Context: an optimization exercise on an open-source flow, tuned for small area, a short achievable clock period and few clock cycles. The choices shown serve that exercise and are no tape-out recipe.
The RTL was checked by simulation tests, not by an equivalence proof against the original design.
Power figures rest on the tool's default switching activity, not on a simulated workload.

==> flow/design.v (excerpt) <==
module zz_extract (
    input  wire        clk,
    input  wire        rst,
    input  wire        reg_valid,
    input  wire        reg_we,
    input  wire [7:0]  reg_addr,
    input  wire [31:0] reg_wdata,
    output reg  [31:0] reg_rdata,
    output wire        coef_req,
    output wire [15:0] coef_row,
    output wire [15:0] coef_col,
    input  wire [15:0] coef_rdata,
    output reg         pay_we,
    output wire [31:0] pay_addr,
    output reg  [7:0]  pay_wdata
);
clock: 8.5 ns
lec_check: 0
cap_margin: 20
core_margin: 2
core_utilization: 45
setup_slack_margin: 5
slew_margin: 20
tns_end_percent: 0
standard.sh (not shown) runs the stock make flow with config.mk's settings and CLKGATE_MAP_FILE= SYNTH_SCRIPT=/design/flow/synth_recipe.tcl, a recipe that flattens the netlist after the stock synthesis.
==> flow/flow/run.sh <==
#!/bin/bash
# The standard layout (standard.sh), with the port buffers made of
# sky130_fd_sc_hd__buf_1 cells, a larger setup repair margin, and a clock
# tree of small clock buffers without dummy loads.
# make's full output goes to flow_make.log; ORFS keeps each step's own log
# under orfs/logs/.
set -uo pipefail
bash standard.sh "BUFFER_PORTS_ARGS=-buffer_cell sky130_fd_sc_hd__buf_1" SETUP_SLACK_MARGIN=5.8 \
  "CTS_ARGS=-sink_clustering_enable -repair_clock_nets -root_buf sky130_fd_sc_hd__clkbuf_16 -buf_list sky130_fd_sc_hd__clkbuf_8 -dont_use_dummy_load -sink_clustering_size 16 -sink_clustering_max_diameter 70" \
  finish > flow_make.log 2>&1
Testbench counts at the start, summed over its fixed seeds: cycles 93,551.
Change:
==> flow/flow/run.sh (replaced) <==
#!/bin/bash
# The standard layout (standard.sh), with the port buffers made of
# sky130_fd_sc_hd__buf_1 cells, a larger setup repair margin, and a clock
# tree of small clock buffers without dummy loads.
# make's full output goes to flow_make.log; ORFS keeps each step's own log
# under orfs/logs/.
set -uo pipefail
bash standard.sh "BUFFER_PORTS_ARGS=-buffer_cell sky130_fd_sc_hd__buf_1" SETUP_SLACK_MARGIN=5.7 \
  "CTS_ARGS=-sink_clustering_enable -repair_clock_nets -root_buf sky130_fd_sc_hd__clkbuf_8 -buf_list sky130_fd_sc_hd__clkbuf_8 -dont_use_dummy_load -sink_clustering_size 12 -sink_clustering_max_diameter 60" \
  finish > flow_make.log 2>&1
Settings changed: CORE_UTILIZATION 45 to 40.
Outcome: Clock power rises by 4.2%; worst hold slack is better by 0.018 ns; core utilization falls by 6.8 points; fmax falls by 4.3%; non-clock buffer count falls by 10; register-to-register slack is worse by 0.08 ns; total power rises by 1.6%; via count rises by 0.48%.
Change:
==> flow/flow/run.sh (replaced) <==
#!/bin/bash
# The standard layout (standard.sh), with the port buffers made of
# sky130_fd_sc_hd__buf_1 cells, a larger setup repair margin, and a clock
# tree of small clock buffers without dummy loads.
# make's full output goes to flow_make.log; ORFS keeps each step's own log
# under orfs/logs/.
set -uo pipefail
bash standard.sh "BUFFER_PORTS_ARGS=-buffer_cell sky130_fd_sc_hd__buf_1" SETUP_SLACK_MARGIN=5.8 RECOVER_POWER=100 \
  "CTS_ARGS=-sink_clustering_enable -repair_clock_nets -root_buf sky130_fd_sc_hd__clkbuf_16 -buf_list sky130_fd_sc_hd__clkbuf_8 -dont_use_dummy_load -sink_clustering_size 16 -sink_clustering_max_diameter 70" \
  finish > flow_make.log 2>&1
Outcome: With this change the flow completed and failed the layout checks on capacitance limit, slew limit; sequential power hardly moves; clock-buffer cell count goes down by 5; flip-flop and latch count does not change; cell count is about the same; first-iteration DRC count goes up by about 15%; fmax goes down by 25%; worst setup slack loses 0.95 ns; area after synthesis does not change; design area goes down by about 0.9%; clock skew goes down by 0.026 ns.
Change:
==> flow/flow/run.sh (replaced) <==
#!/bin/bash
# The standard layout (standard.sh), with the port buffers made of
# sky130_fd_sc_hd__buf_1 cells, a larger setup repair margin, and a clock
# tree of small clock buffers without dummy loads.
# make's full output goes to flow_make.log; ORFS keeps each step's own log
# under orfs/logs/.
set -uo pipefail
bash standard.sh "BUFFER_PORTS_ARGS=-buffer_cell sky130_fd_sc_hd__buf_1" SETUP_SLACK_MARGIN=5.8 \
  "CTS_ARGS=-sink_clustering_enable -repair_clock_nets -root_buf sky130_fd_sc_hd__clkbuf_16 -buf_list sky130_fd_sc_hd__clkbuf_8 -dont_use_dummy_load -sink_clustering_size 20 -sink_clustering_max_diameter 80" \
  finish > flow_make.log 2>&1
Outcome:
- The new run completed without violations
- power decreases by about 2.6%
- clock power falls by about 8%
- global-route usage stays flat
- sequential power hardly moves
- final cell count stays flat
- clock-buffer cell count drops by 3
- synthesized cell count does not change
- fmax came out higher by 38%
Change:
--- a/flow/flow/run.sh
+++ b/flow/flow/run.sh
@@ -7,4 +7,4 @@
 set -uo pipefail
 bash standard.sh "BUFFER_PORTS_ARGS=-buffer_cell sky130_fd_sc_hd__buf_1" SETUP_SLACK_MARGIN=5.8 \
-  "CTS_ARGS=-sink_clustering_enable -repair_clock_nets -root_buf sky130_fd_sc_hd__clkbuf_16 -buf_list sky130_fd_sc_hd__clkbuf_8 -dont_use_dummy_load -sink_clustering_size 20 -sink_clustering_max_diameter 80" \
+  "CTS_ARGS=-sink_clustering_enable -repair_clock_nets -root_buf sky130_fd_sc_hd__clkbuf_8 -buf_list sky130_fd_sc_hd__clkbuf_8 -dont_use_dummy_load -sink_clustering_size 16 -sink_clustering_max_diameter 70" \
   finish > flow_make.log 2>&1
Settings changed: CORE_UTILIZATION 40 to 50.
Total power falls slightly.
Setup slack gets worse by 0.15 ns.
Register-to-register slack loses 0.12 ns.
Count of clock-buffer cells in the layout grows by 2.
Cell area drops by a few percent.
Maximum frequency came out lower by a few percent.
Global-route usage grows by 4.7 points.
Utilization rises by 10 points.
Clock skew falls by 0.029 ns.
Via count falls slightly.
Die area falls by about a fifth.
Change:
==> flow/flow/run.sh (replaced) <==
#!/bin/bash
# The standard layout (standard.sh), with the port buffers made of
# sky130_fd_sc_hd__buf_1 cells, a larger setup repair margin, and a clock
# tree of small clock buffers without dummy loads.
# make's full output goes to flow_make.log; ORFS keeps each step's own log
# under orfs/logs/.
set -uo pipefail
bash standard.sh "BUFFER_PORTS_ARGS=-buffer_cell sky130_fd_sc_hd__buf_1" SETUP_SLACK_MARGIN=5.95 \
  "CTS_ARGS=-sink_clustering_enable -repair_clock_nets -root_buf sky130_fd_sc_hd__clkbuf_8 -buf_list sky130_fd_sc_hd__clkbuf_8 -dont_use_dummy_load -sink_clustering_size 12 -sink_clustering_max_diameter 60" \
  finish > flow_make.log 2>&1
Settings changed: CORE_UTILIZATION 50 to 40.
The new run ran to the end with no violations.
Routed wire length goes up by 4.9%.
Final area goes up by 5.5%.
Total power goes up by 4.0%.
Fmax goes up by 4.9%.
Hold slack barely changes.
Sequential share of layout area goes down by 0.81 points.
Setup slack improves by 0.14 ns.
Core utilization goes down by 9.6 points.
Cell count goes up by 5.9%.
Die area goes up by 24%.
Clock skew goes up by 0.039 ns.

========
Starting RTL as in the previous note.
export LEC_CHECK = 0
export CAP_MARGIN = 20
export CORE_MARGIN = 2
export CORE_UTILIZATION = 40
export SETUP_SLACK_MARGIN = 5
export SLEW_MARGIN = 20
export TNS_END_PERCENT = 0
create_clock -name core_clock -period 8.5 [get_ports {clk}]
==> flow/flow/run.sh <==
#!/bin/bash
# The standard layout (standard.sh), with the port buffers made of
# sky130_fd_sc_hd__buf_1 cells, a larger setup repair margin, and a clock
# tree of small clock buffers without dummy loads.
# make's full output goes to flow_make.log; ORFS keeps each step's own log
# under orfs/logs/.
set -uo pipefail
bash standard.sh "BUFFER_PORTS_ARGS=-buffer_cell sky130_fd_sc_hd__buf_1" SETUP_SLACK_MARGIN=5.8 \
  "CTS_ARGS=-sink_clustering_enable -repair_clock_nets -root_buf sky130_fd_sc_hd__clkbuf_16 -buf_list sky130_fd_sc_hd__clkbuf_8 -dont_use_dummy_load -sink_clustering_size 12 -sink_clustering_max_diameter 60" \
  finish > flow_make.log 2>&1
Testbench counts at the start, summed over its fixed seeds: cycles 93,551.
==> next run, changes <==
--- a/flow/flow/run.sh
+++ b/flow/flow/run.sh
@@ -9 +9 @@
-  "CTS_ARGS=-sink_clustering_enable -repair_clock_nets -root_buf sky130_fd_sc_hd__clkbuf_16 -buf_list sky130_fd_sc_hd__clkbuf_8 -dont_use_dummy_load -sink_clustering_size 12 -sink_clustering_max_diameter 60" \
+  "CTS_ARGS=-sink_clustering_enable -repair_clock_nets -root_buf sky130_fd_sc_hd__clkbuf_8 -buf_list sky130_fd_sc_hd__clkbuf_8 -dont_use_dummy_load -sink_clustering_size 12 -sink_clustering_max_diameter 60" \
--- a/flow/config.mk
+++ b/flow/config.mk
@@ -10 +10 @@
-export CORE_UTILIZATION = 40
+export CORE_UTILIZATION = 50
Outcome: Worst setup slack loses 0.16 ns. Utilization goes up by 9.6 points. Routed wire length goes down by 4.6%. Global-route usage goes up by 4.8 points. Die area goes down by 20%. Synthesized area stays the same. Sequential share of layout area goes up by 1.1 points.
==> next run, changes <==
--- a/flow/config.mk
+++ b/flow/config.mk
@@ -10 +10 @@
-export CORE_UTILIZATION = 50
+export CORE_UTILIZATION = 40
Critical path depth is unchanged.
Core utilization decreases by 10 points.
Routed wire length increases by a few percent.
==> next run, changes <==
--- a/flow/flow/run.sh
+++ b/flow/flow/run.sh
@@ -9 +9 @@
-  "CTS_ARGS=-sink_clustering_enable -repair_clock_nets -root_buf sky130_fd_sc_hd__clkbuf_8 -buf_list sky130_fd_sc_hd__clkbuf_8 -dont_use_dummy_load -sink_clustering_size 12 -sink_clustering_max_diameter 60" \
+  "CTS_ARGS=-sink_clustering_enable -repair_clock_nets -root_buf sky130_fd_sc_hd__clkbuf_16 -buf_list sky130_fd_sc_hd__clkbuf_8 -dont_use_dummy_load -sink_clustering_size 16 -sink_clustering_max_diameter 70" \
--- a/flow/config.mk
+++ b/flow/config.mk
@@ -10 +10 @@
-export CORE_UTILIZATION = 40
+export CORE_UTILIZATION = 35
Power drops by 0.99%.
Register-to-register slack gains 0.03 ns.
Non-clock buffer count went down by 14.
Combinational power decreases by about 2%.

-- what the ideal ports hide --
In the flow no input, the clock included, has a driving cell. The finished layouts below were timed again as built, in two steps.
Step 1 sets driving cells, clkbuf_16 on the clock port and buf_2 on the other inputs (assumed; they add their load-dependent delay and slew).
Step 2, shift: input delay + t, output delay - t, t = (earliest + latest rising clock arrival at the registers) / 2. This alone moves slack from input paths to output paths.
a / b / c = no drivers / after step 1 / after step 2; a / b = the first two.
run	t (ns)	setup slack, ns	hold WS [ns]	worst setup path at the end
the first run of note 1	0.514	5.694 / 5.649 / 5.285	0.473 / 0.473 / 0.473	input to register
the second run of note 1	0.572	5.569 / 5.526 / 5.087	0.492 / 0.492 / 0.492	input to register
the third run of note 1	0.512	4.616 / 4.632 / 4.121	0.488 / 0.488 / 0.488	input to register
the fourth run of note 1	0.508	5.678 / 5.630 / 5.248	0.499 / 0.499 / 0.499	input to register
the fifth run of note 1	0.557	5.532 / 5.490 / 5.033	0.493 / 0.493 / 0.493	input to register
the sixth run of note 1	0.575	5.670 / 5.627 / 5.199	0.494 / 0.494 / 0.494	input to register
the first run of note 2	0.522	5.721 / 5.672 / 5.265	0.492 / 0.492 / 0.492	input to register
the second run of note 2	0.575	5.560 / 5.519 / 5.023	0.481 / 0.481 / 0.481	input to register
the third run of note 2	0.575	5.670 / 5.627 / 5.199	0.494 / 0.494 / 0.494	input to register
the fourth run of note 2	0.525	5.685 / 5.636 / 5.207	0.483 / 0.483 / 0.483	input to register
The setup slack of the second run of note 2, which loses most, moves by -0.041 ns with the drivers and by -0.537 ns with both steps.
